Context: an optimization exercise on an open-source flow, tuned for small area. The choices shown serve that exercise and are no tape-out recipe.
Only simulation tests tie the RTL to the original design; equivalence was not proved.
Power figures rest on the tool's default switching activity, not on a simulated workload.

v36:
// pgrf
module pgrf (
    input  wire        clk,
    input  wire        rst,
    input  wire        req_valid,
    output wire        req_ready,
    input  wire [31:0] req_cmd,
    input  wire [63:0] req_data,
    output wire        rsp_valid,
    input  wire        rsp_ready,
    output wire [1:0]  rsp_status,
    output wire [63:0] rsp_data
);
export LEC_CHECK = 0
export CAP_MARGIN = 0
export CORE_MARGIN = 2
export CORE_UTILIZATION = 65
export PLACE_DENSITY = 0.75
export SLEW_MARGIN = 0
export SYNTH_HIERARCHICAL = 1
create_clock -name core_clock -period 12.0 [get_ports {clk}]
standard.sh (not shown) runs the stock make flow with config.mk's settings and CLKGATE_MAP_FILE= SYNTH_SCRIPT=/design/flow/synth_recipe.tcl, a recipe that flattens the netlist after the stock synthesis.
==> flow/flow/run.sh <==
#!/bin/bash
# The standard layout (standard.sh) with three changes that only affect
# cell choice, not the design or its constraints:
#  - ABC maps the logic with an area-oriented script (flow/abc_area_map.script)
#    instead of ORFS's speed script; registers are untouched (same synthesis
#    script, same flop mapping, same names);
#  - port buffers use the smallest buffer cell (buf_1);
#  - clock tree: clkbuf_4 only, small sink clusters, no dummy loads.
set -euo pipefail
cd "$(dirname "$0")/.."
HERE=$PWD
rm -rf "$HERE/scripts_local"
cp -r "$FLOW_HOME/scripts" "$HERE/scripts_local"
chmod -R u+w "$HERE/scripts_local"
cp "$HERE/flow/abc_area_map.script" "$HERE/scripts_local/abc_speed.script"
export SCRIPTS_DIR="$HERE/scripts_local"
export BUFFER_PORTS_ARGS="-buffer_cell sky130_fd_sc_hd__buf_1"
export CTS_ARGS="-sink_clustering_enable -repair_clock_nets -dont_use_dummy_load -buf_list {sky130_fd_sc_hd__clkbuf_4 sky130_fd_sc_hd__clkbuf_8} -sink_clustering_size 16 -sink_clustering_max_diameter 30"
bash standard.sh > make_finish.log 2>&1
==> flow/flow/abc_area_map.script <==
strash
&get -n
&st
&deepsyn -T 60
&dch -f
&nf -a -R 1000
&put
v36 finished end to end and its layout was clean on timing, DRC and antenna.
Modified inputs, v44 compared to v36
Settings: putting CTS_CLUSTER_SIZE at 10 where nothing was set; putting CTS_CLUSTER_DIAMETER at 40 where nothing was set; clearing SYNTH_HIERARCHICAL, which used to be 1; putting CTS_BUF_LIST at sky130_fd_sc_hd__clkbuf_4 where nothing was set.
==> flow/run.sh (new file) <==
#!/bin/bash
# synth_recipe.tcl (not shown) runs the flow's synth.tcl, then flattens the netlist and writes it again
# the make line also repeats each setting of config.mk as NAME=value (left out here)
make -C /OpenROAD-flow-scripts/flow DESIGN_CONFIG=/design/flow/config.mk WORK_HOME=/design/flow/orfs CLKGATE_MAP_FILE= SYNTH_SCRIPT=/design/flow/synth_recipe.tcl finish
removed: flow/flow/run.sh
removed: flow/flow/abc_area_map.script
removed: flow/standard.sh
Results
Compare v36 and v44 | power lower: v36. Looking only at slew at the pin closest to its max-slew limit, and setting everything else aside, the lower value of v36 and v44 goes to v36. buf_1 as the cell with the biggest individual delay on the critical path was reported by v36, and clkdlybuf4s50_1 by v44. Against v36 as the reference, v44 delivers a higher summed instance area of the synthesized netlist. Against v36, non-clock buffer count in v44 fell slightly. Re setup slack: v36 and v44 aren't equal, and the higher value belongs to v36. Going from v36 to v44, via count now larger, relative area change from synthesis to final layout went up 9.9 points, share of the final layout cell area in sequential cells decreased by 10 points relative to the old numbers. v44 completed end to end with timing, DRC and antenna clean.
Input changes introduced in v8 (baseline for comparison: v44):
Settings: CTS_BUF_LIST no longer set, was sky130_fd_sc_hd__clkbuf_4; CTS_CLUSTER_DIAMETER no longer set, was 40; PLACE_DENSITY now 0.8, was 0.75; CTS_CLUSTER_SIZE no longer set, was 10; SYNTH_HIERARCHICAL now 1, previously not set; CORE_UTILIZATION now 72, was 65.
==> flow/flow/run.sh (new file) <==
#!/bin/bash
# The standard layout (standard.sh) with three changes that only affect
# cell choice, not the design or its constraints:
#  - ABC maps the logic with an area-oriented script (flow/abc_area_map.script)
#    instead of ORFS's speed script; registers are untouched (same synthesis
#    script, same flop mapping, same names);
#  - port buffers use the smallest buffer cell (buf_1);
#  - clock tree: clkbuf_4 only, small sink clusters, no dummy loads.
set -euo pipefail
cd "$(dirname "$0")/.."
HERE=$PWD
rm -rf "$HERE/scripts_local"
cp -r "$FLOW_HOME/scripts" "$HERE/scripts_local"
chmod -R u+w "$HERE/scripts_local"
cp "$HERE/flow/abc_area_map.script" "$HERE/scripts_local/abc_speed.script"
export SCRIPTS_DIR="$HERE/scripts_local"
export BUFFER_PORTS_ARGS="-buffer_cell sky130_fd_sc_hd__buf_1"
export CTS_ARGS="-sink_clustering_enable -repair_clock_nets -dont_use_dummy_load -buf_list sky130_fd_sc_hd__clkbuf_4 -sink_clustering_size 10 -sink_clustering_max_diameter 40"
bash standard.sh > make_finish.log 2>&1
==> flow/flow/abc_area_map.script (new file) <==
strash
&get -n
&st
&deepsyn -T 60
&dch -f
&nf -a -R 1000
&put
==> flow/standard.sh (new file) <==
#!/bin/bash
# synth_recipe.tcl (not shown) runs the flow's synth.tcl, then flattens the netlist and writes it again
# the make line also repeats each setting of config.mk as NAME=value (left out here)
make -C /OpenROAD-flow-scripts/flow DESIGN_CONFIG=/design/flow/config.mk WORK_HOME=/design/flow/orfs CLKGATE_MAP_FILE= SYNTH_SCRIPT=/design/flow/synth_recipe.tcl "${@:-finish}"
removed: flow/run.sh
Notes after the runs:
Transition at the pin with the smallest max-transition slack was lower in the run labelled v8.
Sequential share of layout area (higher): v8
Going from v44 to v8, non-clock buffer count up 2; total leakage power down 20%.
Side by side, routing usage on met3 turned out lower in v8 than in v44.
Combinational power came out lower on v8 than on v44.
Number of optimization iterations in the first detailed-route pass | v8 above v44
v8 vs v44: combinational fraction of design power down in v8
v8 can be clocked faster than v44.
For v54, these inputs were changed with respect to v8:
Settings: PLACE_DENSITY now 0.75, was 0.8; CORE_UTILIZATION now 65, was 72.
--- a/flow/flow/run.sh
+++ b/flow/flow/run.sh
@@ -18 +18 @@
-export CTS_ARGS="-sink_clustering_enable -repair_clock_nets -dont_use_dummy_load -buf_list sky130_fd_sc_hd__clkbuf_4 -sink_clustering_size 10 -sink_clustering_max_diameter 40"
+export CTS_ARGS="-sink_clustering_enable -repair_clock_nets -dont_use_dummy_load -buf_list sky130_fd_sc_hd__clkbuf_4 -sink_clustering_size 12 -sink_clustering_max_diameter 30"
==> results.txt <==
The clock latency at the later pin of the worst-skew pair reported for v54 is greater than that of v8 by 0.02 ns.
On worst hold margin, v54 does worse than v8.
From v8 to v54 the numbers moved as follows: worst relative slew slack went up by 1.8 points; minimum clock period after layout about even; wire length now sits lower.
Power share of the combinational group (v54 over v8): decrease, 0.4 points
The die of v54 is larger than the one used in v8.
When v54 is set beside v8, its met1 usage in global routing turns out to be 5.1 points smaller.

static timing again, ports no longer ideal:
How much do the figures lean on ideal ports? The routed layouts below were timed once more, with nothing changed but the port constraints. Step 1 (the two cells are an assumption about what drives the block):
set clk [get_ports {clk}]
set_driving_cell -lib_cell sky130_fd_sc_hd__clkbuf_16 $clk
set_driving_cell -lib_cell sky130_fd_sc_hd__buf_2 [delete_from_list [all_inputs] $clk]
Step 2, shift: input delay + t, output delay - t, t = (earliest + latest rising clock arrival at the registers) / 2. This alone moves slack from input paths to output paths. a / b / c = ideal ports / drivers / drivers and shift; a / b = the first two.
run	shift t [ns]	setup slack, ns	worst setup path after step 2	worst register clock-pin slew, ns	worst slew at a driven data input, ns
v36	0.524	6.604 / 6.581 / 6.581	input to output	0.09 / 0.09	0.05
v44	0.619	5.773 / 5.750 / 5.750	input to output	0.11 / 0.11	0.07
v8	0.590	6.607 / 6.584 / 6.584	input to output	0.12 / 0.12	0.06
v54	0.593	6.605 / 6.582 / 6.582	input to output	0.11 / 0.11	0.05
After both steps every run listed still meets setup and hold.
